This design comes from an exercise in tuning for small area, a short achievable clock period and few clock cycles on the open sky130 flow, not from production work. Only simulation tests tie the RTL to the original design; equivalence was not proved.

==> inputs of v4 <==
==> flow/design.v <==
module hcpu_alu (
    input  wire [4:0]  op,
    input  wire [31:0] a,       
    input  wire [31:0] b,       
    input  wire        cin,     
    output reg  [31:0] y,
    output reg         cout,
    output reg         valid
);
    wire        inv  = (op[1:0] != 2'b00);                   
    wire        ci   = (op[1:0] == 2'b00) ? cin : ((op[1:0] == 2'b01) ? ~cin : 1'b1);
    wire [32:0] sum  = {1'b0, a} + {1'b0, b ^ {32{inv}}} + {32'd0, ci};
    wire        eq   = (a == b);
    wire [4:0]  n    = b[4:0];
    wire        lsl  = (op[3:0] == 4'h7);
    wire [4:0]  s    = lsl ? (5'd0 - n) : n;
    wire [31:0] r0   = s[0] ? {a[0],     a[31:1]}  : a;
    wire [31:0] r1   = s[1] ? {r0[1:0],  r0[31:2]} : r0;
    wire [31:0] r2   = s[2] ? {r1[3:0],  r1[31:4]} : r1;
    wire [31:0] r3   = s[3] ? {r2[7:0],  r2[31:8]} : r2;
    wire [31:0] rot  = s[4] ? {r3[15:0], r3[31:16]} : r3;
    wire [31:0] mr   = 32'hFFFF_FFFF >> n;                   
    wire [31:0] ml   = 32'hFFFF_FFFF << n;                   
    wire [31:0] m    = lsl ? ml : ((op[3:0] == 4'h9) ? 32'hFFFF_FFFF : mr);
    wire        fill = (op[3:0] == 4'h8) & a[31];            
    wire [31:0] sh   = (rot & m) | ({32{fill}} & ~m);
    always @* begin
        y     = 32'd0;
        cout  = cin;
        valid = 1'b1;
        case (op)
            5'h10, 5'h11: {cout, y} = sum;                                
            5'h12: y = eq ? 32'd0 : (sum[32] ? 32'd1 : 32'hFFFF_FFFF);    
            5'h13: y = a & b;                                             
            5'h14: y = a | b;                                             
            5'h15: y = ~a;                                                
            5'h16, 5'h17, 5'h18, 5'h19: y = sh;                           
            default: begin                                                
                y     = 32'd0;
                valid = 1'b0;
            end
        endcase
    end
endmodule
module hcpu_core (
    input  wire        clk,
    input  wire        rst,          
    output reg         mem_req,
    output reg         mem_we,
    output reg  [15:0] mem_addr,
    output reg  [1:0]  mem_size,     
    output reg  [31:0] mem_wdata,
    input  wire        mem_gnt,
    input  wire        mem_rvalid,
    input  wire [31:0] mem_rdata,
    output wire        halted,
    output wire        memfault
);
    localparam [31:0] STACK_BASE = 32'h0000_F000;
    localparam [15:0] IRQ_VECTOR = 16'h0040;
    localparam [2:0] ST_RUN   = 3'd0,
                     ST_MWAIT = 3'd1,
                     ST_DISP  = 3'd2,
                     ST_HALT  = 3'd3,
                     ST_FAULT = 3'd4;
    reg [2:0] state;
    reg [31:0] r1, r2, r3, r4, r5;    
    reg [31:0] sp;
    reg        f_store_reg, f_wfi;
    reg        carry;
    reg [15:0] imask, ipend;
    reg [31:0] ir;               
    reg        ir_v;             
    reg [15:0] pc_x;             
    reg [16:0] pc_f;             
    reg        fo;               
    reg        pc_bad;           
    reg [2:0]  ld_rd;
    reg [1:0]  ld_size;
    reg        ld_pop;
    reg        ld_over;          
    wire [15:0] hi   = ir[15:0];
    wire [15:0] lo   = ir[31:16];
    wire [4:0]  op   = hi[15:11];
    wire [2:0]  rd   = hi[10:8];
    wire [2:0]  ra   = hi[7:5];
    wire [2:0]  rb   = hi[4:2];
    wire [1:0]  mode = hi[1:0];
    function [31:0] rf_read(input [2:0] idx);
        case (idx)
            3'd0:    rf_read = 32'd0;
            3'd1:    rf_read = r1;
            3'd2:    rf_read = r2;
            3'd3:    rf_read = r3;
            3'd4:    rf_read = r4;
            3'd5:    rf_read = r5;
            3'd6:    rf_read = sp;
            default: rf_read = {16'd0, pc_x};
        endcase
    endfunction
    wire [31:0] op1 = rf_read(ra);
    reg  [31:0] op2;
    always @* begin
        case (mode)
            2'b00:   op2 = rf_read(rb);
            2'b01:   op2 = {{29{rb[2]}}, rb};
            2'b10:   op2 = {{16{lo[15]}}, lo};
            default: op2 = 32'd0;               
        endcase
    end
    wire is_mem  = (op[4:3] == 2'b00);
    wire is_alu  = (op >= 5'h0F);
    wire [31:0] alu_y;
    wire        alu_c, alu_valid;
    hcpu_alu u_alu (
        .op(op), .a(op1), .b(op2), .cin(carry),
        .y(alu_y), .cout(alu_c), .valid(alu_valid)
    );
    wire ifault = (mode == 2'b11) || (is_alu && !alu_valid);
    wire        idx_ok   = (op1[31:4] == 28'd0);
    wire [3:0]  idx      = op1[3:0];
    wire        mask_bit = idx_ok & imask[idx];
    wire        acc_sp   = (op[2:1] == 2'b11);                  
    wire [31:0] acc_addr = acc_sp ? sp : op1;
    wire        acc_we   = (op[2:0] >= 3'd3) && (op[2:0] <= 3'd6);
    reg  [1:0]  acc_size;
    always @* begin
        case (op[2:0])
            3'd0, 3'd3: acc_size = 2'd0;
            3'd1, 3'd4: acc_size = 2'd1;
            default:    acc_size = 2'd2;
        endcase
    end
    wire acc_ok = (acc_addr[31:16] == 16'd0) &&
                  ((acc_size == 2'd0) ||
                   (acc_size == 2'd1 && acc_addr[15:0] != 16'hFFFF) ||
                   (acc_addr[15:2] != 14'h3FFF) || (acc_addr[1:0] == 2'd0));
    wire disp_ok = (sp[31:16] == 16'd0) && ((sp[15:2] != 14'h3FFF) || (sp[1:0] == 2'd0));
    wire [15:0] st_d   = acc_addr[15:0] - pc_f[15:0];
    wire        st_hit = (st_d[15:2] == 14'h0000) || (st_d[15:2] == 14'h3FFF);
    reg [31:0] load_val;
    always @* begin
        case (ld_size)
            2'd0:    load_val = {24'd0, mem_rdata[7:0]};
            2'd1:    load_val = {16'd0, mem_rdata[15:0]};
            default: load_val = mem_rdata;
        endcase
    end
    wire        arrive  = (state == ST_RUN) && fo && mem_rvalid;
    wire        s_long  = (mem_rdata[1:0] == 2'b10);
    wire [16:0] pf_p2   = {1'b0, pc_f[15:0]} + 17'd2;
    wire [16:0] pf_p4   = {1'b0, pc_f[15:0]} + 17'd4;
    wire [16:0] pf_next = s_long ? pf_p4 : pf_p2;
    wire        f_over  = (pc_f > 17'h0FFFC);
    wire        p2_over = (pf_p2 > 17'h0FFFC);
    wire irq     = (imask & ipend) != 16'd0;
    wire can_ex  = (state == ST_RUN) && !pc_bad && !f_wfi && ir_v && (!fo || mem_rvalid);
    wire ex      = can_ex && !irq;
    wire ex_mem  = ex && is_mem;
    wire ex_go   = ex_mem && acc_ok && mem_gnt;                 
    wire ex_op   = ex && !is_mem;                               
    wire is_mskr = (op == 5'h0B) || (op == 5'h0D);
    wire sets_sr = is_mskr || (is_alu && alu_valid);
    reg  [31:0] res;
    always @* begin
        if (is_mskr)                  res = {31'd0, mask_bit};
        else if (is_alu && alu_valid) res = alu_y;
        else                          res = 32'd0;
    end
    wire bnz_tk  = (op == 5'h08) && (op1 != 32'd0);
    wire is_halt = (op == 5'h0E);
    wire is_wfi  = (op == 5'h09);
    wire ir_wpc  = (rd == 3'd7) && (sets_sr || f_store_reg) && !(is_mem && !acc_we);
    wire        wb_ld  = (state == ST_MWAIT) && mem_rvalid;
    wire        wb_en  = wb_ld || (ex_op && (sets_sr || f_store_reg)) ||
                         (ex_go && acc_we && f_store_reg);
    wire [2:0]  wb_idx = wb_ld ? ld_rd : rd;
    wire [31:0] wb_val = wb_ld ? load_val : res;
    wire        wb_pc  = wb_en && (wb_idx == 3'd7);
    always @* begin
        mem_req   = 1'b0;
        mem_we    = 1'b0;
        mem_addr  = pc_f[15:0];
        mem_size  = 2'd2;
        mem_wdata = op2;
        case (state)
            ST_RUN: begin
                if (pc_bad || f_wfi) begin
                    mem_req = 1'b0;
                end else if (!ir_v) begin
                    mem_req  = arrive || !fo;
                    mem_addr = arrive ? pf_next[15:0] : pc_f[15:0];
                end else if (can_ex && !irq) begin
                    if (is_mem) begin
                        mem_req  = acc_ok;
                        mem_we   = acc_we;
                        mem_addr = acc_addr[15:0];
                        mem_size = acc_size;
                    end else if (is_halt || is_wfi || ir_wpc) begin
                        mem_req = 1'b0;
                    end else if (bnz_tk) begin
                        mem_req  = 1'b1;
                        mem_addr = op2[15:0];
                    end else begin
                        mem_req  = 1'b1;
                        mem_addr = arrive ? pf_next[15:0] : pc_f[15:0];
                    end
                end
            end
            ST_MWAIT: mem_req = mem_rvalid && (ld_rd != 3'd7) && !ld_over;
            ST_DISP: begin
                mem_req   = 1'b1;
                mem_we    = 1'b1;
                mem_addr  = sp[15:0];
                mem_wdata = {16'd0, (f_wfi ? pc_f[15:0] : pc_x)};
            end
            default: ;
        endcase
    end
    assign halted   = (state == ST_HALT);
    assign memfault = (state == ST_FAULT);
    always @(posedge clk) begin
        if (rst) begin
            r1 <= 32'd0; r2 <= 32'd0; r3 <= 32'd0; r4 <= 32'd0; r5 <= 32'd0;
        end else if (wb_en) begin
            case (wb_idx)
                3'd1: r1 <= wb_val;
                3'd2: r2 <= wb_val;
                3'd3: r3 <= wb_val;
                3'd4: r4 <= wb_val;
                3'd5: r5 <= wb_val;
                default: ;
            endcase
        end
    end
    wire sp_inc = ex_go && (op[2:0] == 3'd6);
    wire sp_dec = (wb_ld && ld_pop) || (state == ST_DISP && mem_gnt);
    always @(posedge clk) begin
        if (rst)                              sp <= STACK_BASE;
        else if (wb_en && wb_idx == 3'd6)     sp <= wb_val;
        else if (sp_inc || sp_dec)            sp <= sp + (sp_dec ? 32'hFFFF_FFFC : 32'd4);
    end
    task automatic take_successor;
        begin
            ir   <= mem_rdata;
            ir_v <= 1'b1;
            pc_x <= pc_f[15:0];
            pc_f <= pf_next;
        end
    endtask
    task automatic jump(input [31:0] t);
        begin
            ir_v   <= 1'b0;
            pc_f   <= {1'b0, t[15:0]};
            pc_bad <= (t > 32'h0000_FFFC);
        end
    endtask
    always @(posedge clk) begin
        if (rst) begin
            state       <= ST_RUN;
            f_store_reg <= 1'b0;
            f_wfi       <= 1'b0;
            carry       <= 1'b0;
            imask       <= 16'h0001;
            ipend       <= 16'h0000;
            ir          <= 32'd0;
            ir_v        <= 1'b0;
            pc_x        <= 16'd0;
            pc_f        <= 17'd0;
            fo          <= 1'b0;
            pc_bad      <= 1'b0;
            ld_rd       <= 3'd0;
            ld_size     <= 2'd0;
            ld_pop      <= 1'b0;
            ld_over     <= 1'b0;
        end else begin
            if (wb_en && (wb_ld || sets_sr)) f_store_reg <= 1'b1;
            case (state)
                ST_RUN: begin
                    if (pc_bad) begin
                        state <= ST_HALT;
                    end else if (f_wfi) begin
                        if (irq) begin
                            state <= disp_ok ? ST_DISP : ST_FAULT;
                        end else begin
                            pc_f <= pf_p2;
                            if (p2_over) state <= ST_HALT;
                        end
                    end else if (!ir_v) begin
                        if (arrive) begin
                            take_successor;
                            fo <= mem_gnt;
                        end else if (!fo) begin
                            fo <= mem_gnt;
                        end
                    end else if (can_ex) begin
                        if (irq) begin
                            ir_v  <= 1'b0;
                            fo    <= 1'b0;
                            state <= disp_ok ? ST_DISP : ST_FAULT;
                        end else if (is_mem) begin
                            if (!acc_ok) begin
                                state <= ST_FAULT;
                            end else if (!mem_gnt) begin
                                fo <= 1'b0;
                            end else begin
                                if (mode == 2'b11) ipend[0] <= 1'b1;
                                fo      <= 1'b0;
                                ld_rd   <= rd;
                                ld_size <= acc_size;
                                ld_pop  <= (op[2:0] == 3'd7);
                                ld_over <= f_over;
                                if (ir_wpc) begin
                                    jump(32'd0);
                                end else begin
                                    if (fo && !(acc_we && st_hit)) take_successor;
                                    else                          ir_v <= 1'b0;
                                    if (!acc_we)     state <= ST_MWAIT;
                                    else if (f_over) state <= ST_HALT;
                                end
                            end
                        end else begin
                            if (ifault) ipend[0] <= 1'b1;
                            case (op)
                                5'h09: f_wfi <= 1'b1;
                                5'h0A: if (idx_ok) imask[idx] <= (op2 != 32'd0);
                                5'h0C: if (idx_ok) ipend[idx] <= (op2 != 32'd0);
                                default: ;
                            endcase
                            if (is_alu && alu_valid) carry <= alu_c;
                            if (is_halt) begin
                                state <= ST_HALT;
                            end else if (ir_wpc) begin
                                jump(wb_val);
                                fo <= 1'b0;
                            end else if (bnz_tk) begin
                                jump(op2);
                                fo <= mem_gnt;
                            end else if (is_wfi) begin
                                ir_v <= 1'b0;
                                fo   <= 1'b0;
                                if (f_over) state <= ST_HALT;
                            end else begin
                                if (f_over) state <= ST_HALT;
                                if (fo) take_successor;
                                else    ir_v <= 1'b0;
                                fo <= mem_gnt;
                            end
                        end
                    end
                end
                ST_MWAIT: begin
                    if (mem_rvalid) begin
                        if (wb_pc) begin
                            jump(load_val);
                        end else if (ld_over) begin
                            state <= ST_HALT;
                        end else begin
                            fo <= mem_gnt;
                        end
                        if (!ld_over || wb_pc) state <= ST_RUN;
                    end
                end
                ST_DISP: begin
                    if (mem_gnt) begin
                        pc_f  <= {1'b0, IRQ_VECTOR};
                        ir_v  <= 1'b0;
                        fo    <= 1'b0;
                        f_wfi <= 1'b0;
                        state <= ST_RUN;
                    end
                end
                ST_HALT:  state <= ST_HALT;
                ST_FAULT: state <= ST_FAULT;
                default:  state <= ST_FAULT;
            endcase
        end
    end
endmodule
==> flow/run.sh <==
#!/bin/bash
# synth_recipe.tcl (not shown) runs the flow's synth.tcl, then flattens the netlist and writes it again
# the make line also repeats each setting of config.mk as NAME=value (left out here)
make -C /OpenROAD-flow-scripts/flow DESIGN_CONFIG=/design/flow/config.mk WORK_HOME=/design/flow/orfs CLKGATE_MAP_FILE= SYNTH_SCRIPT=/design/flow/synth_recipe.tcl finish
==> flow/config.mk <==
export PLATFORM = sky130hd
export DESIGN_NAME = hcpu_core
export DESIGN_NICKNAME = hcpu_core
export VERILOG_FILES = /design/flow/design.v
export SDC_FILE = /design/flow/constraint.sdc
export NUM_CORES = 4
export LEC_CHECK = 0
export CAP_MARGIN = 20
export CORE_MARGIN = 2
export CORE_UTILIZATION = 30
export SLEW_MARGIN = 20
==> flow/constraint.sdc <==
create_clock -name core_clock -period 10.0 [get_ports {clk}]
set_input_delay 2.0000 -clock core_clock [delete_from_list [all_inputs] [get_ports {clk}]]
set_output_delay 2.0000 -clock core_clock [all_outputs]
set_load 0.01 [all_outputs]
==> v17 (differences from v4) <==
--- a/flow/design.v
+++ b/flow/design.v
@@ -9,8 +9,9 @@
 );
     wire        inv  = (op[1:0] != 2'b00);                   
     wire        ci   = (op[1:0] == 2'b00) ? cin : ((op[1:0] == 2'b01) ? ~cin : 1'b1);
-    wire [32:0] sum  = {1'b0, a} + {1'b0, b ^ {32{inv}}} + {32'd0, ci};
-    wire        eq   = (a == b);
+    wire [31:0] bx   = b ^ {32{inv}};
+    wire [32:0] sum  = {1'b0, a} + {1'b0, bx} + {32'd0, ci};
+    wire        eq   = &(a ^ bx);                            
     wire [4:0]  n    = b[4:0];
     wire        lsl  = (op[3:0] == 4'h7);
     wire [4:0]  s    = lsl ? (5'd0 - n) : n;
@@ -98,6 +99,34 @@
             default: rf_read = {16'd0, pc_x};
         endcase
     endfunction
+    function [16:0] inc_at(input [15:0] a, input integer k);
+        integer i;
+        reg c;
+        begin
+            c = 1'b1;
+            for (i = 0; i < 16; i = i + 1) begin
+                if (i < k) begin
+                    inc_at[i] = a[i];
+                end else begin
+                    inc_at[i] = a[i] ^ c;
+                    c = c & a[i];
+                end
+            end
+            inc_at[16] = c;
+        end
+    endfunction
+    function [31:0] sp_step(input [31:0] a, input dec);
+        integer i;
+        reg c;
+        begin
+            sp_step[1:0] = a[1:0];
+            c = 1'b1;
+            for (i = 2; i < 32; i = i + 1) begin
+                sp_step[i] = a[i] ^ c;
+                c = c & (a[i] ^ dec);
+            end
+        end
+    endfunction
     wire [31:0] op1 = rf_read(ra);
     reg  [31:0] op2;
     always @* begin
@@ -136,8 +165,8 @@
                    (acc_size == 2'd1 && acc_addr[15:0] != 16'hFFFF) ||
                    (acc_addr[15:2] != 14'h3FFF) || (acc_addr[1:0] == 2'd0));
     wire disp_ok = (sp[31:16] == 16'd0) && ((sp[15:2] != 14'h3FFF) || (sp[1:0] == 2'd0));
-    wire [15:0] st_d   = acc_addr[15:0] - pc_f[15:0];
-    wire        st_hit = (st_d[15:2] == 14'h0000) || (st_d[15:2] == 14'h3FFF);
+    wire [7:0]  st_d   = acc_addr[7:0] - pc_f[7:0];
+    wire        st_hit = (st_d[7:2] == 6'h00) || (st_d[7:2] == 6'h3F);
     reg [31:0] load_val;
     always @* begin
         case (ld_size)
@@ -148,8 +177,8 @@
     end
     wire        arrive  = (state == ST_RUN) && fo && mem_rvalid;
     wire        s_long  = (mem_rdata[1:0] == 2'b10);
-    wire [16:0] pf_p2   = {1'b0, pc_f[15:0]} + 17'd2;
-    wire [16:0] pf_p4   = {1'b0, pc_f[15:0]} + 17'd4;
+    wire [16:0] pf_p2   = inc_at(pc_f[15:0], 1);
+    wire [16:0] pf_p4   = inc_at(pc_f[15:0], 2);
     wire [16:0] pf_next = s_long ? pf_p4 : pf_p2;
     wire        f_over  = (pc_f > 17'h0FFFC);
     wire        p2_over = (pf_p2 > 17'h0FFFC);
@@ -238,7 +267,7 @@
     always @(posedge clk) begin
         if (rst)                              sp <= STACK_BASE;
         else if (wb_en && wb_idx == 3'd6)     sp <= wb_val;
-        else if (sp_inc || sp_dec)            sp <= sp + (sp_dec ? 32'hFFFF_FFFC : 32'd4);
+        else if (sp_inc || sp_dec)            sp <= sp_step(sp, state != ST_RUN);
     end
     task automatic take_successor;
         begin
Settings changed: CORE_UTILIZATION 30 to 45, SETUP_SLACK_MARGIN set to 2.0.
==> metrics.yaml <==
status:
  status: "no timing/DRC/antenna violations"
routing:
  wl_mm: 155
worst_setup_path:
  crit_fanout: 28
  arrival_ns: 6.02
global_routing:
  grt_pass1_vias: 30100
Source of the figures above: v17

==> metrics.yaml <==
status:
  status: "no timing/DRC/antenna violations"
synth:
  async_flop_share_pct: 0
  yosysUniqueCellTypes: 106
clock_tree:
  insertion_delay_ns: 0.59
routing:
  wl_mm: 145
worst_setup_path:
  arrival_ns: 6.67
  crit_fanout: 44
finish:
  fillers: 10293
sta:
  clock-skew-final_ns: 0.0389
global_routing:
  grt_pass1_vias: 30241
Source of the figures above: v4

Testbench counts of v4, summed over its fixed seeds: cycles 99,745.
Testbench counts of v17, summed over its fixed seeds: cycles 99,984.

[what the ideal ports hide]
No port has a modelled driver above. Below, the same layouts with a new extraction and two added sets of constraints. Step 1 (the two cells are an assumption about what drives the block):
set clk [get_ports {clk}]
set_driving_cell -lib_cell sky130_fd_sc_hd__clkbuf_16 $clk
set_driving_cell -lib_cell sky130_fd_sc_hd__buf_2 [delete_from_list [all_inputs] $clk]
Step 2 adds t to the input delays and takes it off the output delays; t is the mean of the earliest and latest rising clock arrival at the registers after step 1. Input paths then give back, and output paths get back, about the clock's delay inside the block. Slacks: ideal / step 1 / step 2; pairs: ideal / step 1.
run | shift t [ns] | setup WS [ns] | slew at the worst register clock pin (ns) | worst slew at a driven data input, ns | pins driven straight from the clock port
v4 | 0.645 | 1.328 / 1.255 / 1.899 | 0.08 / 0.08 | 0.08 | 1
v17 | 0.645 | 1.979 / 1.923 / 2.166 | 0.08 / 0.08 | 0.05 | 1
After both steps setup and hold are still met in every run listed.
